Source: an optimization exercise on an open RTL-to-GDS flow (aim: small area). Production flows keep margins and buffers that such runs may drop.
Where RTL was checked, it was by simulation tests only, not by an equivalence proof against the original.
Power is estimated from default activity; no workload was simulated.

==> flow/design.v <==
module msop_core (
    input  wire        clk,
    input  wire        rst,
    output wire [7:0]  imem_addr,
    input  wire [63:0] imem_data,
    output wire        dmem_re,
    output wire        dmem_we,
    output wire [7:0]  dmem_addr,
    output wire [31:0] dmem_wdata,
    input  wire [31:0] dmem_rdata,
    output wire        halted,
    output wire        aborted,
    output wire [1:0]  abort_cause,
    input  wire [3:0]  dbg_sel,
    output wire [31:0] dbg_val
);
    localparam ST_CLR  = 4'd0;    
    localparam ST_FET  = 4'd1;    
    localparam ST_DEC  = 4'd2;    
    localparam ST_PC   = 4'd3;    
    localparam ST_PB   = 4'd4;    
    localparam ST_IT   = 4'd5;    
    localparam ST_XF   = 4'd12;   
    localparam ST_MV   = 4'd6;    
    localparam ST_PA   = 4'd7;    
    localparam ST_LDW  = 4'd8;    
    localparam ST_HALT = 4'd9;
    localparam ST_ABT1 = 4'd10;   
    localparam ST_ABT2 = 4'd11;   
    reg  [3:0]   state;
    reg  [7:0]   pc;
    reg  [3:0]   k;
    reg  [511:0] ringn;
    wire [511:0] ring = ~ringn;
    reg  [31:0]  An, B, Y;
    wire [31:0] A = ~An;
    reg          lap;
    reg          qn;
    reg  [4:0]   op;              
    reg          mk;              
    wire [31:0] R = ring[511:480];
    wire [3:0]  fa  = imem_data[57:54];
    wire [3:0]  fb  = imem_data[52:49];
    wire [3:0]  fc  = imem_data[47:44];
    wire [31:0] imm = imem_data[31:0];
    wire is_ar   = ~op[4] & ~op[3];               
    wire is_mul  = is_ar & (op[1:0] == 2'd0);
    wire is_div  = is_ar & (op[1:0] == 2'd3);
    wire is_md   = is_mul | is_div;
    wire is_sub  = is_ar & (op[1:0] == 2'd2);
    wire is_mem  = (op[4:2] == 3'b010);           
    wire is_ld   = is_mem & ~op[0];
    wire is_st   = is_mem & op[0];
    wire is_set  = (op == 5'd12);
    wire is_br   = (op >= 5'd13) && (op <= 5'd17);
    wire is_ret  = (op == 5'd18);
    wire is_wr   = is_ar | is_set;                
    wire regform = is_mem ? op[1] : (is_ar & op[2]);
    wire [3:0] kn  = k - 4'd1;
    wire [3:0] knn = k - 4'd2;
    reg        xa1, xa2, s_in;
    reg        selR, selY, selI, inv, cin;
    reg        bsrc, yload, wen, wrd;
    wire [31:0] XA  = (A & {32{xa1}}) | ({A[30:0], 1'b0} & {32{xa2}}) | {31'd0, s_in};
    wire [31:0] XBr = (R & {32{selR}}) | (Y & {32{selY}}) | (imm & {32{selI}});
    wire [31:0] XB  = XBr ^ {32{inv}};
    wire [32:0] c;        
    wire [31:0] u;        
    wire [32:0] t;        
    wire [31:0] S;
    wire        c11, c22;
    genvar gi;
    generate
        for (gi = 0; gi < 32; gi = gi + 1) begin : g_add
            wire cin_i = (gi == 0) ? cin : (gi == 11 || gi == 22) ? 1'b0 : c[gi];
            assign u[gi]   = XA[gi] ^ XB[gi] ^ cin_i;
            assign c[gi+1] = (XA[gi] & XB[gi]) | (cin_i & (XA[gi] ^ XB[gi]));
            wire t_i = (gi == 11 || gi == 22) ? 1'b1 : t[gi];
            assign t[gi+1] = t_i & u[gi];
            if (gi < 11)      assign S[gi] = u[gi];
            else if (gi < 22) assign S[gi] = u[gi] ^ (c11 & t_i);
            else              assign S[gi] = u[gi] ^ (c22 & t_i);
        end
    endgenerate
    assign t[0]  = 1'b1;
    assign c11 = c[11];
    assign c22 = c[22] | (c11 & t[22]);
    wire s_z  = ~|XBr;
    wire s_n  = XBr[31];
    wire a_ok = ~|A[31:10];
    reg taken;
    always @(*) begin
        case (op[2:0])
            3'd5: taken = s_z;              
            3'd6: taken = ~s_n;             
            3'd7: taken = s_n | s_z;        
            3'd0: taken = ~s_n & ~s_z;      
            default: taken = s_n;           
        endcase
    end
    wire [7:0] target = imm[31] ? 8'd0 : imm[9:2];
    reg [3:0] nstate;
    reg       pc_adv;
    reg       re, we;
    wire dsub = ~(A[31] ^ Y[31]);
    always @(*) begin
        xa1 = 1'b1; xa2 = 1'b0; s_in = 1'b0;
        selR = 1'b0; selY = 1'b0; selI = 1'b0; inv = 1'b0; cin = 1'b0;
        bsrc = 1'b0; yload = 1'b0; wen = 1'b0; wrd = 1'b0;
        nstate = state; pc_adv = 1'b0; re = 1'b0; we = 1'b0;
        case (state)
            ST_CLR: begin
                xa1 = 1'b0; wen = 1'b1;
                if (k == 4'd0) nstate = ST_FET;
            end
            ST_FET: nstate = ST_DEC;
            ST_DEC: nstate = ST_PC;
            ST_PC: begin
                if (is_ret) nstate = ST_HALT;
                else if (mk) begin
                    xa1 = 1'b0; selR = regform; selI = ~regform;
                    inv = is_sub; cin = is_sub;
                    yload = 1'b1;
                    nstate = (is_div & s_z) ? ST_ABT1 : ST_PB;
                end
            end
            ST_PB: begin
                if (mk) begin
                    selR = 1'b1;
                    if (is_md) begin
                        xa1 = 1'b0;
                        inv = is_div & R[31]; cin = is_div & R[31];
                        nstate = ST_XF;
                    end else begin
                        selR = ~(is_set | is_br);
                        nstate = ST_PA;
                    end
                end
            end
            ST_XF: begin
                xa1 = 1'b0; xa2 = 1'b1; bsrc = 1'b1;
                if (mk && lap) nstate = ST_IT;
            end
            ST_IT: begin
                xa1 = 1'b0; xa2 = 1'b1;
                if (is_div) begin
                    s_in = B[31];
                    selY = 1'b1; inv = dsub; cin = dsub;
                end else begin
                    selY = B[31];
                end
                if (mk && lap) nstate = is_div ? ST_MV : ST_PA;
            end
            ST_MV: begin
                xa1 = 1'b0; xa2 = 1'b1; s_in = B[31] ^ qn;
                if (mk && lap) nstate = ST_PA;
            end
            ST_PA: begin
                if (is_mem & ~a_ok) nstate = ST_ABT2;
                else if (is_ld) begin
                    if (mk) begin re = 1'b1; nstate = ST_LDW; end
                end else if (mk) begin
                    pc_adv = 1'b1; nstate = ST_FET;
                    if (is_st) begin we = 1'b1; selR = 1'b1; end
                    if (is_br) begin xa1 = 1'b0; selR = 1'b1; end
                    if (is_wr) begin cin = is_div & qn; wen = 1'b1; end
                end
            end
            ST_LDW: begin
                wen = 1'b1; wrd = 1'b1; pc_adv = 1'b1; nstate = ST_FET;
            end
            default: ;
        endcase
    end
    wire [3:0] fsel = (nstate == ST_PC) ? fc : (nstate == ST_PA) ? fa : fb;
    wire [3:0] kcmp = (nstate == ST_PA && is_ld) ? knn : kn;
    always @(posedge clk) begin
        ringn <= ~{ring[479:0], wen ? (wrd ? dmem_rdata : S) : R};
        An <= ~S;
        B <= {B[30:0], bsrc ? A[31] : ~S[31]};
        if (yload) Y <= XBr;
        if (state == ST_PC) qn <= XBr[31];
        else if (state == ST_PB && mk) qn <= qn ^ R[31];
        if (state != ST_XF && state != ST_IT && state != ST_MV) lap <= 1'b0;
        else if (mk) lap <= ~lap;
        op    <= imem_data[63:59];
        mk    <= (kcmp == fsel);
        if (rst) begin
            state <= ST_CLR;
            pc    <= 8'd0;
            k     <= 4'd15;
        end else begin
            state <= nstate;
            k     <= kn;
            if (pc_adv) pc <= (is_br & taken) ? target : pc + 8'd1;
        end
    end
    assign imem_addr   = pc;
    assign dmem_re     = re;
    assign dmem_we     = we;
    assign dmem_addr   = XA[9:2];
    assign dmem_wdata  = XBr;
    assign halted      = (state == ST_HALT);
    assign aborted     = (state == ST_ABT1) || (state == ST_ABT2);
    assign abort_cause = {state == ST_ABT2, state == ST_ABT1};
    wire [3:0] pos = dbg_sel + ~k;
    reg  [31:0] dv;
    integer i;
    always @(*) begin
        dv = 32'd0;
        for (i = 0; i < 16; i = i + 1)
            dv = dv | (ring[i*32 +: 32] & {32{pos == i[3:0]}});
    end
    assign dbg_val = dv;
endmodule
Settings: LEC_CHECK=0, CAP_MARGIN=20, CORE_MARGIN=2, CORE_UTILIZATION=40, PLACE_DENSITY=0.6, SLEW_MARGIN=20; clock period 13.0 ns.
standard.sh (not shown) runs the stock make flow with config.mk's settings and CLKGATE_MAP_FILE= SYNTH_SCRIPT=/design/flow/synth_recipe.tcl, a recipe that flattens the netlist after the stock synthesis.
==> flow/flow/run.sh <==
#!/bin/bash
# Own layout flow: the standard flow (standard.sh: ORFS with the standard flow's
# synthesis script, floorplan, power grid, placement and routing) with three
# changes, none of which touches the registers or the constraints:
#  - ABC maps the logic with an area-oriented script (flow/abc_map.script)
#    in place of ORFS's delay-oriented one; ORFS's scripts are copied here
#    and only abc_speed.script is replaced;
#  - each port gets the smallest buffer, buf_1, instead of the default one;
#  - the clock tree uses larger sink clusters and no dummy loads.
# The make output goes to flow.log here; ORFS keeps each step's log under orfs/logs.
set -euo pipefail
rm -rf scripts
cp -r "$FLOW_HOME/scripts" scripts
cp flow/abc_map.script scripts/abc_speed.script
export SCRIPTS_DIR="$PWD/scripts"
export BUFFER_PORTS_ARGS="-buffer_cell sky130_fd_sc_hd__buf_1"
export CTS_ARGS="-sink_clustering_enable -repair_clock_nets -dont_use_dummy_load -sink_clustering_size 28 -sink_clustering_max_diameter 100"
bash standard.sh finish > flow.log 2>&1
==> flow/flow/abc_map.script <==
strash
dc2
dch -f
amap -F 4 -A 10
topo
Next try:
--- a/flow/design.v
+++ b/flow/design.v
@@ -64,27 +64,25 @@
     wire [31:0] XA  = (A & {32{xa1}}) | ({A[30:0], 1'b0} & {32{xa2}}) | {31'd0, s_in};
     wire [31:0] XBr = (R & {32{selR}}) | (Y & {32{selY}}) | (imm & {32{selI}});
     wire [31:0] XB  = XBr ^ {32{inv}};
-    wire [32:0] c;        
-    wire [31:0] u;        
-    wire [32:0] t;        
+    wire [16:0] cl;
+    wire [16:0] ch;
+    wire [15:0] u;
+    wire [16:0] t;
     wire [31:0] S;
-    wire        c11, c22;
+    assign cl[0] = cin;
+    assign ch[0] = 1'b0;
+    assign t[0]  = 1'b1;
     genvar gi;
     generate
-        for (gi = 0; gi < 32; gi = gi + 1) begin : g_add
-            wire cin_i = (gi == 0) ? cin : (gi == 11 || gi == 22) ? 1'b0 : c[gi];
-            assign u[gi]   = XA[gi] ^ XB[gi] ^ cin_i;
-            assign c[gi+1] = (XA[gi] & XB[gi]) | (cin_i & (XA[gi] ^ XB[gi]));
-            wire t_i = (gi == 11 || gi == 22) ? 1'b1 : t[gi];
-            assign t[gi+1] = t_i & u[gi];
-            if (gi < 11)      assign S[gi] = u[gi];
-            else if (gi < 22) assign S[gi] = u[gi] ^ (c11 & t_i);
-            else              assign S[gi] = u[gi] ^ (c22 & t_i);
+        for (gi = 0; gi < 16; gi = gi + 1) begin : g_add
+            assign S[gi]    = XA[gi] ^ XB[gi] ^ cl[gi];
+            assign cl[gi+1] = (XA[gi] & XB[gi]) | (cl[gi] & (XA[gi] ^ XB[gi]));
+            assign u[gi]    = XA[gi+16] ^ XB[gi+16] ^ ch[gi];
+            assign ch[gi+1] = (XA[gi+16] & XB[gi+16]) | (ch[gi] & (XA[gi+16] ^ XB[gi+16]));
+            assign t[gi+1]  = t[gi] & u[gi];
+            assign S[gi+16] = u[gi] ^ (cl[16] & t[gi]);
         end
     endgenerate
-    assign t[0]  = 1'b1;
-    assign c11 = c[11];
-    assign c22 = c[22] | (c11 & t[22]);
     wire s_z  = ~|XBr;
     wire s_n  = XBr[31];
     wire a_ok = ~|A[31:10];
@@ -179,7 +177,7 @@
         An <= ~S;
         B <= {B[30:0], bsrc ? A[31] : ~S[31]};
         if (yload) Y <= XBr;
-        if (state == ST_PC) qn <= XBr[31];
+        if (state == ST_PC) qn <= S[31];
         else if (state == ST_PB && mk) qn <= qn ^ R[31];
         if (state != ST_XF && state != ST_IT && state != ST_MV) lap <= 1'b0;
         else if (mk) lap <= ~lap;
After rerunning: Setup slack got worse by 0.77 ns. Wire length grows by about 2.8%. Total power grows by 0.61%. Maximum frequency shrinks by 6.2%. Die area is about the same. Count of clock-buffer cells in the layout grows by 1. Synthesized cell count stays flat. Sequential share of layout area hardly moves. Non-clock buffer count shrinks by 2. Cell area barely changes. Global-route usage grows by 0.58 points. Hold slack got worse by 0.012 ns. Core utilization hardly moves.
The RTL of the second run of this note was laid out without a check of its function.

msop_core, a different RTL version from the one above (not shown whole).
Size: about 1600 cells after synthesis.
clock: 13.0 ns
lec_check: 0
cap_margin: 20
core_margin: 2
core_utilization: 40
place_density: 0.6
slew_margin: 20
==> flow/flow/abc_map.script <==
strash
dc2
dch -f
amap
topo
Scripts as last shown in full above: flow/flow/run.sh
Next try:
--- a/flow/design.v
+++ b/flow/design.v
@@ -13,31 +13,33 @@
     output wire [1:0]  abort_cause,
     input  wire [3:0]  dbg_sel,
     output wire [31:0] dbg_val
 );
     localparam ST_CLR  = 4'd0;    
     localparam ST_FET  = 4'd1;    
-    localparam ST_PC   = 4'd2;    
-    localparam ST_PB   = 4'd3;    
-    localparam ST_IT   = 4'd4;    
-    localparam ST_MV   = 4'd5;    
-    localparam ST_PA   = 4'd6;    
-    localparam ST_LDW  = 4'd7;    
-    localparam ST_HALT = 4'd8;
-    localparam ST_ABT1 = 4'd9;    
-    localparam ST_ABT2 = 4'd10;   
+    localparam ST_DEC  = 4'd2;    
+    localparam ST_PC   = 4'd3;    
+    localparam ST_PB   = 4'd4;    
+    localparam ST_IT   = 4'd5;    
+    localparam ST_MV   = 4'd6;    
+    localparam ST_PA   = 4'd7;    
+    localparam ST_LDW  = 4'd8;    
+    localparam ST_HALT = 4'd9;
+    localparam ST_ABT1 = 4'd10;   
+    localparam ST_ABT2 = 4'd11;   
     reg  [3:0]   state;
     reg  [7:0]   pc;
     reg  [3:0]   k;
     reg  [511:0] ring;
     reg  [31:0]  A, B, Y;
     reg          lap;
     reg          first;
     reg          qn;
+    reg  [4:0]   op;              
+    reg          mk_a, mk_a1, mk_b, mk_c;    
     wire [31:0] R = ring[511:480];
-    wire [4:0]  op  = imem_data[63:59];
     wire [3:0]  fa  = imem_data[57:54];
     wire [3:0]  fb  = imem_data[52:49];
     wire [3:0]  fc  = imem_data[47:44];
     wire [31:0] imm = imem_data[31:0];
     wire is_ar   = ~op[4] & ~op[3];               
     wire is_mul  = is_ar & (op[1:0] == 2'd0);
@@ -49,22 +51,20 @@
     wire is_st   = is_mem & op[0];
     wire is_set  = (op == 5'd12);
     wire is_br   = (op >= 5'd13) && (op <= 5'd17);
     wire is_ret  = (op == 5'd18);
     wire is_wr   = is_ar | is_set;                
     wire regform = is_mem ? op[1] : (is_ar & op[2]);
-    wire [3:0] kn = k - 4'd1;
-    wire mk_a  = (k == fa);
-    wire mk_a1 = (kn == fa);
-    wire mk_b  = (k == fb);
-    wire mk_c  = (k == fc);
+    wire [3:0] kn  = k - 4'd1;
+    wire [3:0] knn = k - 4'd2;
     reg        xa1, xa2, s_in;
     reg        selR, selY, selI, inv, cin;
     reg        bload, yload, wen, wrd;
     wire [31:0] XA  = (A & {32{xa1}}) | ({A[30:0], 1'b0} & {32{xa2}}) | {31'd0, s_in};
-    wire [31:0] XB  = ((R & {32{selR}}) | (Y & {32{selY}}) | (imm & {32{selI}})) ^ {32{inv}};
+    wire [31:0] XBr = (R & {32{selR}}) | (Y & {32{selY}}) | (imm & {32{selI}});
+    wire [31:0] XB  = XBr ^ {32{inv}};
     wire [16:0] cl;
     wire [16:0] ch;
     wire [15:0] u;
     wire [16:0] t;
     wire [31:0] S;
     assign cl[0] = cin;
@@ -106,13 +106,14 @@
         nstate = state; pc_adv = 1'b0; re = 1'b0; we = 1'b0;
         case (state)
             ST_CLR: begin
                 xa1 = 1'b0; wen = 1'b1;
                 if (k == 4'd0) nstate = ST_FET;
             end
-            ST_FET: nstate = ST_PC;
+            ST_FET: nstate = ST_DEC;
+            ST_DEC: nstate = ST_PC;
             ST_PC: begin
                 if (is_ret) nstate = ST_HALT;
                 else if (mk_c) begin
                     xa1 = 1'b0; selR = regform; selI = ~regform;
                     inv = is_sub; cin = is_sub;
                     yload = 1'b1;
@@ -149,13 +150,13 @@
             end
             ST_PA: begin
                 if (is_ld) begin
                     if (mk_a1) begin re = 1'b1; nstate = ST_LDW; end
                 end else if (mk_a) begin
                     pc_adv = 1'b1; nstate = ST_FET;
-                    if (is_st) we = 1'b1;
+                    if (is_st) begin we = 1'b1; selR = 1'b1; end
                     if (is_br) begin xa1 = 1'b0; selR = 1'b1; end
                     if (is_wr) begin cin = is_div & qn; wen = 1'b1; end
                 end
             end
             ST_LDW: begin
                 wen = 1'b1; wrd = 1'b1; pc_adv = 1'b1; nstate = ST_FET;
@@ -170,12 +171,17 @@
         if (yload) Y <= S;
         if (state == ST_PC) qn <= S[31];
         else if (state == ST_PB && mk_b) qn <= qn ^ R[31];
         first <= (state == ST_PB);
         if (state != ST_IT && state != ST_MV) lap <= 1'b0;
         else if (mk_b) lap <= ~lap;
+        op    <= imem_data[63:59];
+        mk_a  <= (kn == fa);
+        mk_a1 <= (knn == fa);
+        mk_b  <= (kn == fb);
+        mk_c  <= (kn == fc);
         if (rst) begin
             state <= ST_CLR;
             pc    <= 8'd0;
             k     <= 4'd15;
         end else begin
             state <= nstate;
@@ -183,14 +189,14 @@
             if (pc_adv) pc <= (is_br & taken) ? target : pc + 8'd1;
         end
     end
     assign imem_addr   = pc;
     assign dmem_re     = re;
     assign dmem_we     = we;
-    assign dmem_addr   = A[9:2];
-    assign dmem_wdata  = R;
+    assign dmem_addr   = XA[9:2];
+    assign dmem_wdata  = XBr;
     assign halted      = (state == ST_HALT);
     assign aborted     = (state == ST_ABT1) || (state == ST_ABT2);
     assign abort_cause = {state == ST_ABT2, state == ST_ABT1};
     wire [3:0] pos = dbg_sel + ~k;
     reg  [31:0] dv;
     integer i;
After rerunning:
- final area falls by 0.74%
- maximum frequency grows by 1.4%
- clock-buffer cell count stays the same
- area after synthesis grows by 0.73%
- cell count is higher by 3.0%
- worst setup slack improves by 0.18 ns
- utilization went down by 1.1 points
- via count went up by about 2.2%
For the second run of this note, only the layout was checked, not whether the RTL still works.

## re-timing with driven ports
No port has a modelled driver above. Below, the same layouts with a new extraction and two added sets of constraints.
Step 1 (the two cells are an assumption about what drives the block):
set clk [get_ports {clk}]
set_driving_cell -lib_cell sky130_fd_sc_hd__clkbuf_16 $clk
set_driving_cell -lib_cell sky130_fd_sc_hd__buf_2 [delete_from_list [all_inputs] $clk]
Step 2 moves the port delays by t, midway between the first and last clock arrival at a register: inputs arrive t later, outputs are due t later. That takes back most of the time a late clock gives input paths.
a / b / c = ideal / step 1 / step 2; a / b = the first two.
| run | t (ns) | setup WS [ns] | hold slack, ns |
|---|---|---|---|
| the first run of note 1 | 0.622 | 1.352 / 1.352 / 0.960 | 0.302 / 0.302 / 0.302 |
| the second run of note 1 | 0.641 | 0.581 / 0.616 / -0.025 | 0.290 / 0.290 / 0.290 |
| the first run of note 2 | 0.634 | 0.192 / 0.210 / -0.424 | 0.291 / 0.291 / 0.291 |
| the second run of note 2 | 0.643 | 0.371 / 0.401 / -0.242 | 0.326 / 0.326 / 0.326 |
Met with ideal ports but missed after step 2: setup timing in the second run of note 1, the first run of note 2 and the second run of note 2. The setup slack of the first run of note 2, which loses most, moves by +0.018 ns with the drivers and by -0.616 ns with both steps.
